This design comes from an exercise in tuning for small area, a short achievable clock period and few clock cycles on the open sky130 flow, not from production work. In this exercise RTL edits were held to simulation tests only and were not proved equivalent to the original. Power is estimated from default activity; no workload was simulated.

===== flow/run.sh =====
#!/bin/bash
# synth_recipe.tcl (not shown) runs the flow's synth.tcl, then flattens the netlist and writes it again
# the make line also repeats each setting of config.mk as NAME=value (left out here)
make -C /OpenROAD-flow-scripts/flow DESIGN_CONFIG=/design/flow/config.mk WORK_HOME=/design/flow/orfs CLKGATE_MAP_FILE= SYNTH_SCRIPT=/design/flow/synth_recipe.tcl finish

===== flow/config.mk =====
export PLATFORM = sky130hd
export DESIGN_NAME = lufft_rx
export DESIGN_NICKNAME = lufft_rx
export VERILOG_FILES = /design/flow/design.v
export SDC_FILE = /design/flow/constraint.sdc
export NUM_CORES = 4
export LEC_CHECK = 0
export CAP_MARGIN = 20
export CORE_MARGIN = 2
export CORE_UTILIZATION = 40
export SLEW_MARGIN = 20

===== flow/constraint.sdc =====
create_clock -name core_clock -period 8.5 [get_ports {clk}]
set_input_delay 1.7000 -clock core_clock [delete_from_list [all_inputs] [get_ports {clk}]]
set_output_delay 1.7000 -clock core_clock [all_outputs]
set_load 0.01 [all_outputs]

===== flow/design.v =====
module lufft_rx (
    input  wire        clk,
    input  wire        rst,
    input  wire        start,
    input  wire [2:0]  mode,
    input  wire [15:0] len,
    input  wire [7:0]  ecmd,
    input  wire [7:0]  ever,
    output wire        idle,
    input  wire        in_valid,
    input  wire [7:0]  in_data,
    output wire        in_ready,
    output reg         pay_valid,
    output reg  [7:0]  pay_data,
    output reg         ent_valid,
    output wire [63:0] ent_value,
    output wire        ent_recog,
    output wire [1:0]  ent_kind,
    output wire        done,
    output reg  [7:0]  res_err,
    output wire [7:0]  res_len,
    output reg  [63:0] res_value,
    output reg         res_recog,
    output reg  [1:0]  res_kind
);
    localparam [2:0] M_FRAME = 3'd0, M_VALUE = 3'd1, M_MULTI = 3'd2,
                     M_STATUS = 3'd3, M_TIME = 3'd4;
    localparam [2:0] S_IDLE = 3'd0, S_HEAD = 3'd1, S_REPLAY = 3'd2,
                     S_STREAM = 3'd3, S_DONE = 3'd4;
    function [15:0] crc_step(input [15:0] c, input [7:0] b);
        integer i;
        reg [15:0] r;
        reg [7:0]  d;
        begin
            r = c;
            d = b;
            for (i = 0; i < 8; i = i + 1) begin
                if (r[0] ^ d[0]) r = (r >> 1) ^ 16'h8408;
                else             r = r >> 1;
                d = d >> 1;
            end
            crc_step = r;
        end
    endfunction
    function tag_known(input [7:0] t);
        tag_known = (t[7:3] == 5'b00010);
    endfunction
    function [3:0] tag_width(input [7:0] t);
        case (t[2:0])
            3'd0, 3'd1:       tag_width = 4'd1;
            3'd2, 3'd3:       tag_width = 4'd2;
            3'd4, 3'd5, 3'd6: tag_width = 4'd4;
            default:          tag_width = 4'd8;
        endcase
    endfunction
    function [63:0] tag_value(input [7:0] t, input [63:0] raw);
        if (!tag_known(t)) tag_value = 64'd0;
        else case (t[2:0])
            3'd0: tag_value = {56'd0, raw[7:0]};
            3'd1: tag_value = {{56{raw[7]}}, raw[7:0]};
            3'd2: tag_value = {48'd0, raw[15:0]};
            3'd3: tag_value = {{48{raw[15]}}, raw[15:0]};
            3'd4: tag_value = {32'd0, raw[31:0]};
            3'd5: tag_value = {{32{raw[31]}}, raw[31:0]};
            3'd6: tag_value = {32'd0, raw[31:0]};
            default: tag_value = raw;
        endcase
    endfunction
    function [1:0] tag_kind(input [7:0] t);
        if (t == 8'h16)      tag_kind = 2'd1;
        else if (t == 8'h17) tag_kind = 2'd2;
        else                 tag_kind = 2'd0;
    endfunction
    reg [2:0]  state;
    reg [2:0]  op_mode;
    reg [15:0] n_bytes;
    reg [7:0]  exp_cmd, exp_ver;
    reg [15:0] idx;           
    reg [7:0]  L;
    reg [15:0] skip;          
    reg [2:0]  rptr;          
    reg [7:0]  hbuf [0:6];    
    reg        illegal, nodata, len_err;
    reg [15:0] crc;
    reg [15:0] rx_crc;
    reg        bad_start, bad_ver, bad_inner, bad_cmd, bad_cver;
    reg        p_err;
    reg [63:0] val;
    reg [7:0]  tag;
    reg [7:0]  e_s;           
    reg [8:0]  e_r;           
    reg        e_begin;       
    reg [7:0]  m_left;        
    wire [7:0] plen = L - 8'd2;
    assign idle     = (state == S_IDLE);
    assign in_ready = (state == S_HEAD) || (state == S_STREAM);
    assign done     = (state == S_DONE);
    assign res_len  = plen;
    wire xfer = in_valid && in_ready;
    reg        proc;
    reg [7:0]  pb;
    reg [15:0] pf;            
    always @(*) begin
        proc = 1'b0;
        pb   = 8'd0;
        pf   = 16'd0;
        if (state == S_REPLAY) begin
            proc = 1'b1;
            pb   = hbuf[rptr];
            pf   = {13'd0, rptr} - skip;
        end else if (state == S_STREAM && xfer && !len_err && idx >= skip) begin
            proc = 1'b1;
            pb   = in_data;
            pf   = idx - skip;
        end
    end
    wire [15:0] L16      = {8'd0, L};
    wire        in_pay   = proc && (pf >= 16'd10) && (pf < L16 + 16'd8);
    wire [8:0]  q        = pf[8:0] - 9'd10;   
    wire [16:0] need     = {9'd0, in_data} + 17'd12;
    wire        hdr_bad  = (in_data < 8'd2) || ({1'b0, n_bytes} < need);
    wire [15:0] hdr_skip = n_bytes - need[15:0];
    wire       ent_mode  = (op_mode == M_VALUE) || (op_mode == M_MULTI);
    wire [7:0] cur_s     = e_begin ? ((op_mode == M_VALUE) ? plen - 8'd1 : pb) : e_s;
    wire [8:0] cur_r     = e_begin ? 9'd0 : e_r;
    wire [7:0] cur_tag   = (cur_r == 9'd2) ? pb : tag;
    wire       ent_act   = ent_mode && in_pay && (m_left != 8'd0) && !p_err &&
                           (e_begin || (op_mode == M_VALUE) || (q >= 9'd2));
    wire       ent_end   = ent_act && (cur_r == {1'b0, cur_s});
    wire       ent_bad   = (cur_s < 8'd2) ||
                           (tag_known(cur_tag) && ({4'd0, cur_s} != 8'd2 + {4'd0, tag_width(cur_tag)}));
    always @(posedge clk) begin
        ent_valid <= 1'b0;
        pay_valid <= 1'b0;
        if (rst) begin
            state <= S_IDLE;
        end else begin
            case (state)
            S_IDLE: if (start) begin
                op_mode   <= mode;
                n_bytes   <= len;
                exp_cmd   <= ecmd;
                exp_ver   <= ever;
                idx       <= 16'd0;
                L         <= 8'd0;
                skip      <= 16'd0;
                illegal   <= (mode > M_TIME);
                nodata    <= (len == 16'd0);
                len_err   <= 1'b0;
                crc       <= 16'hFFFF;
                rx_crc    <= 16'd0;
                bad_start <= 1'b0;
                bad_ver   <= 1'b0;
                bad_inner <= 1'b0;
                bad_cmd   <= 1'b0;
                bad_cver  <= 1'b0;
                p_err     <= 1'b0;
                val       <= 64'd0;
                tag       <= 8'd0;
                e_s       <= 8'd0;
                e_r       <= 9'd0;
                e_begin   <= (mode == M_VALUE);
                m_left    <= (mode == M_VALUE) ? 8'd1 : 8'd0;
                if (mode > M_TIME || len == 16'd0) state <= S_DONE;
                else                               state <= S_HEAD;
            end
            S_HEAD: if (xfer) begin
                hbuf[idx[2:0]] <= in_data;
                idx <= idx + 16'd1;
                if (idx == 16'd6) begin
                    L <= in_data;
                    if (hdr_bad) begin
                        len_err <= 1'b1;
                        state   <= (n_bytes == 16'd7) ? S_DONE : S_STREAM;
                    end else begin
                        skip <= hdr_skip;
                        if (hdr_skip <= 16'd6) begin
                            rptr  <= hdr_skip[2:0];
                            state <= S_REPLAY;
                        end else begin
                            state <= S_STREAM;
                        end
                    end
                end else if (idx + 16'd1 == n_bytes) begin
                    len_err <= 1'b1;         
                    state   <= S_DONE;
                end
            end
            S_REPLAY: begin
                rptr <= rptr + 3'd1;
                if (rptr == 3'd6) state <= S_STREAM;
            end
            S_STREAM: if (xfer) begin
                idx <= idx + 16'd1;
                if (idx == L16 + 16'd8 && in_data != 8'h03) len_err <= 1'b1;
                if (idx + 16'd1 == n_bytes) state <= S_DONE;
            end
            S_DONE: state <= S_IDLE;
            default: state <= S_IDLE;
            endcase
            if (proc) begin
                if (pf < L16 + 16'd9) crc <= crc_step(crc, pb);
                if (pf == L16 + 16'd9)  rx_crc[7:0]  <= pb;
                if (pf == L16 + 16'd10) rx_crc[15:8] <= pb;
                if (pf == 16'd0 && pb != 8'h01)   bad_start <= 1'b1;
                if (pf == 16'd1 && pb != 8'h10)   bad_ver   <= 1'b1;
                if (pf == 16'd7 && pb != 8'h02)   bad_inner <= 1'b1;
                if (pf == 16'd8 && pb != exp_cmd) bad_cmd   <= 1'b1;
                if (pf == 16'd9 && pb != exp_ver) bad_cver  <= 1'b1;
            end
            if (in_pay) begin
                pay_valid <= 1'b1;
                pay_data  <= pb;
                if (op_mode == M_STATUS && q == 9'd1) val[7:0] <= pb;
                if (op_mode == M_TIME) begin
                    if (q == 9'd1) val[7:0]   <= pb;
                    if (q == 9'd2) val[15:8]  <= pb;
                    if (q == 9'd3) val[23:16] <= pb;
                end
                if (op_mode == M_MULTI && q == 9'd1) begin
                    m_left  <= pb;
                    e_begin <= (pb != 8'd0);
                end
                if (ent_act) begin
                    if (e_begin) begin
                        e_s     <= cur_s;
                        e_begin <= 1'b0;
                        val     <= 64'd0;
                    end
                    e_r <= cur_r + 9'd1;
                    if (cur_r == 9'd2) tag <= pb;
                    if (cur_r >= 9'd3 && cur_r < 9'd11)
                        val[(cur_r - 9'd3) * 8 +: 8] <= pb;
                    if (ent_end) begin
                        m_left  <= m_left - 8'd1;
                        e_begin <= 1'b1;
                        if (ent_bad) p_err <= 1'b1;
                        else if (op_mode == M_MULTI) ent_valid <= 1'b1;
                    end
                end
            end
        end
    end
    assign ent_value = tag_value(tag, val);
    assign ent_recog = tag_known(tag);
    assign ent_kind  = tag_kind(tag);
    always @(*) begin
        res_value = 64'd0;
        res_recog = 1'b0;
        res_kind  = 2'd0;
        if (illegal)                      res_err = 8'h30;
        else if (nodata)                  res_err = 8'h01;
        else if (len_err)                 res_err = 8'h10;
        else if (crc != rx_crc)           res_err = 8'h11;
        else if (bad_start)               res_err = 8'h12;
        else if (bad_ver)                 res_err = 8'h13;
        else if (bad_inner)               res_err = 8'h14;
        else if (bad_cmd)                 res_err = 8'h15;
        else if (bad_cver)                res_err = 8'h16;
        else if (p_err)                   res_err = 8'h17;
        else if (op_mode == M_VALUE && m_left != 8'd0)         res_err = 8'h17;
        else if (op_mode == M_MULTI && (plen < 8'd2 || m_left != 8'd0)) res_err = 8'h17;
        else if (op_mode == M_STATUS && plen < 8'd2)           res_err = 8'h17;
        else if (op_mode == M_TIME && plen < 8'd4)             res_err = 8'h17;
        else                              res_err = 8'h00;
        case (op_mode)
            M_VALUE: begin
                res_value = tag_value(tag, val);
                res_recog = tag_known(tag);
                res_kind  = tag_kind(tag);
            end
            M_STATUS: res_value = {56'd0, val[7:0]};
            M_TIME:   res_value = {40'd0, val[23:0]};
            default:  ;
        endcase
    end
endmodule

==> impl_metrics.json <==
{
  "cts_max_path_buffers": 3,
  "cp.required_ns": 6.80,
  "vdd_drop_max_v": 0.000130,
  "dr.pass1.iters": 7,
  "muxShareOfSynthArea_pct": 3.68,
  "grt_pass1_vias": 15771,
  "drtIter0Drc": 1548,
  "synth_top_cell_area_share_pct": 42.4,
  "cts_setup_buffers": 0,
  "synth_largest_area_cell": "edfxtp_1",
  "finalSetupViolCount": 0,
  "grt_pass1_wl_mm": 94.8,
  "cts_made_buffers": 35,
  "synthTopCellsByArea": "edfxtp_1 (42%), ha_1 (4.7%), xnor2_1 (4.1%)",
  "fmax_mhz": 147,
  "post-route-period-util_pct": 80.2,
  "antenna_found_initial": 2,
  "hpwl_mm": 46.7,
  "seq_area_um2": 8600,
  "reg2reg_depth": 23,
  "die_h_um": 227,
  "synthSimpleGateAreaFrac_pct": 18.5,
  "async_flop_share_pct": 0,
  "period_minus_slack_ns": 6.82,
  "synth-compound-area-share_pct": 17.9,
  "syn_inst": 2029,
  "yosysSeqAreaShare_pct": 43.2,
  "final-max-slew-violation-count": 0,
  "synth_xor_area_share_pct": 7.35,
  "reg2reg_slack_ns": 1.99,
  "synth_cell_types": 101,
  "critPathMaxFanout": 14,
  "cts-root-buf": "clkbuf_16",
  "holdBufCountCts": 0,
  "finalSetupTns_ns": 0,
  "power_per_cell_area_nw_per_um2": 174,
  "synthFlopType": "edfxtp_1",
  "synth_warnings": 1,
  "hold_viol_final": 0,
  "viasPerCell": 5.84,
  "synth.ff_latch_count": 289,
  "row_count": 81,
  "synth_most_common_cell": "edfxtp_1",
  "max_cap_viol_count": 0,
  "startpoint_type": "flip-flop",
  "holdPathEnd": "val[39]",
  "wl_per_cell_um": 22.0,
  "status": "complete, no violations",
  "wirelength_mm": 63.2,
  "clock_latency_ns": 0.55,
  "leakage_nw": 8.58,
  "io_pins": 210,
  "diodes": 0,
  "slew_headroom_pct": 20.1,
  "arrival_ns": 5.12,
  "grt_overflow_total": 0,
  "vias": 16767,
  "critPathKind": "flip-flop to output port",
  "htreeDepth": 2,
  "cts.sinks": 289,
  "min_delay_path_depth": 1,
  "io_buffers": 206,
  "synth.top_cells.by_count": "edfxtp_1 (281), nand2_1 (149), nor2_1 (133)",
  "r2r_end": "val[21]",
  "worstReg2RegStart": "e_r[1]",
  "cts_tree": "built",
  "synth.avg_cell_area_um2": 9.80,
  "gp_congestion": 0.899,
  "rsz0062_at_grt": "false",
  "drtAntennaViolNets": 0,
  "fillers": 4599,
  "synth_area_um2": 19900,
  "synthAdderAreaFrac_pct": 5.02,
  "synth_top_family_by_area": "simple AND/OR/NAND/NOR gates",
  "tightest_slew_ns": 1.18,
  "start_util_pct": 40.6,
  "core_area_um2": 49100,
  "fin_skew_ns": 0.0251,
  "grt_max_degree": 82,
  "track_usage_pct": 24.0,
  "worst_setup_path_end_kind": "output port",
  "drive_gt1_share_pct": 7.34,
  "synth_edf_count": 281,
  "die_w_um": 227,
  "die_area_um2": 51500,
  "hold_slack_ns": 0.578,
  "area_delta_synth_final_pct": 19.9,
  "multi_input_area_um2": 10500,
  "worstHoldStart": "val[39]",
  "nNetsFinal": 2306,
  "utilization_pct": 48.6,
  "hp-class": "flip-flop to flip-flop",
  "drcViolationCount": 0,
  "clkTransAtPathRegs_ns": 0.07,
  "post_cts_resized": 0
}
## cell usage in the layout, fill, tap and decap left out, types with 10 or more instances in the layout
master	instances
a31oi_1	15
a21o_1	22
o211ai_1	18
nand3b_1	10
nand2_1	148
ha_1	75
or3_1	15
a22o_1	32
nand2b_1	20
nor2_1	132
xnor2_1	92
or4_1	12
nor4_1	37
nor2b_1	16
xor2_1	75
nand4_1	33
o2bb2ai_1	36
clkdlybuf4s50_1	206
or2_2	15
o22ai_1	32
edfxtp_1	281
buf_4	32
and2_1	77
inv_1	83
mux2i_1	57
nand3_1	66
clkbuf_16	36
a21oi_1	111
and3_1	13
o21a_1	44
o31ai_1	15
nor3_1	61
mux2_2	13
o21ai_0	75
## where the power goes
group | leakage, nW | internal [mW] | switching, mW
clock | 0.601 | 1.00 | 0.636
combinational | 5.22 | 0.295 | 0.444
sequential | 2.76 | 1.67 | 0.0994
total | 8.58 | 2.96 | 1.18
## critical path, cell delays in order (launching register included)
cell and delay [ns]:
edfxtp_1 0.63, inv_1 0.29, ha_1 0.36, nor4bb_1 0.38, xor2_1 0.26, a211o_1 0.32
o311ai_0 0.96, nor4_1 0.14, nor4_1 0.58, clkdlybuf4s50_1 0.65
## cell families after synthesis
group	Yosys count
and+or+nand+nor	701
AOI/OAI and AO/OA	508
DFF	289
buffers and inverters	214
xor gates and xnor gates	167
adders and majority gates	78
muxes	71
other	1
## layout make-up
cell class / instances / area share [%]
flip-flops and latches: 289 / 36.0
well taps: 664 / 3.48
multi-input cells: 1528 / 44.1
clock inverters: 26 / 1.48
clock buffers: 38 / 3.81
inverters: 88 / 1.40
repair buffers: 239 / 9.73
## metrics by stage
stage / setup WS, ns / cells / cell area (um2) / power, mW
3_3_place_gp: 1.65 / 2807 / 22600 / 2.51
5_1_grt: 1.47 / 2872 / 23900 / 4.31
3_5_place_dp: 1.45 / 2808 / 22600 / 2.52
4_1_cts: 1.66 / 2872 / 23900 / 4.15
6_report: 1.68 / 2872 / 23900 / 4.14
2_1_floorplan: 2.22 / 2031 / 19900 / 2.27
## worst max path at each step
stage                     slack [ns]  startpoint         end  depth (start not counted)
after CTS                       1.66        L[1]  res_err[2]                          9
after floorplan                 2.22         rst  hbuf[0][0]                          4
after detailed placement        1.45    in_valid      tag[6]                         16
final                           1.68        L[1]  res_err[2]                          9
after global placement          1.65    in_valid      tag[4]                         16
after global routing            1.47    in_valid     val[58]                         16
## metal layers
metal	vias to the layer above	wire length [um]	track usage [%]
met3	98	3710	3.56
li1	7881	-	-
met4	0	1780	7.23
met5	-	0	0
met2	572	30300	40.4
met1	8216	27400	32.1
## sequential cells by signal, indices dropped and copies added (netlist names), 9 cells and up, named ones only
signal   count
val         64
idx         16
crc         16
hbuf        56
e_r          9
n_bytes     16
skip        16
rx_crc      16
Testbench counts, summed over its fixed seeds: cycles 18,789.

port drivers added, routing unchanged:
No port has a modelled driver above. Below, the same layout with a new extraction and two added sets of constraints.
Step 1 (the two cells are an assumption about what drives the block):
set clk [get_ports {clk}]
set_driving_cell -lib_cell sky130_fd_sc_hd__clkbuf_16 $clk
set_driving_cell -lib_cell sky130_fd_sc_hd__buf_2 [delete_from_list [all_inputs] $clk]
Step 2, shift: input delay + t, output delay - t, t = (earliest + latest rising clock arrival at the registers) / 2. This alone moves slack from input paths to output paths.
a / b / c = ideal / step 1 / step 2; a / b = the first two.
t, ns: 0.595
setup WS [ns]: 1.683 / 1.625 / 1.324
hold slack, ns: 0.578 / 0.578 / 0.578
worst register clock-pin slew, ns: 0.07 / 0.07
After both steps this run still meets setup and hold. For this run, drivers alone change the setup slack by -0.058 ns; drivers and shift together by -0.359 ns.
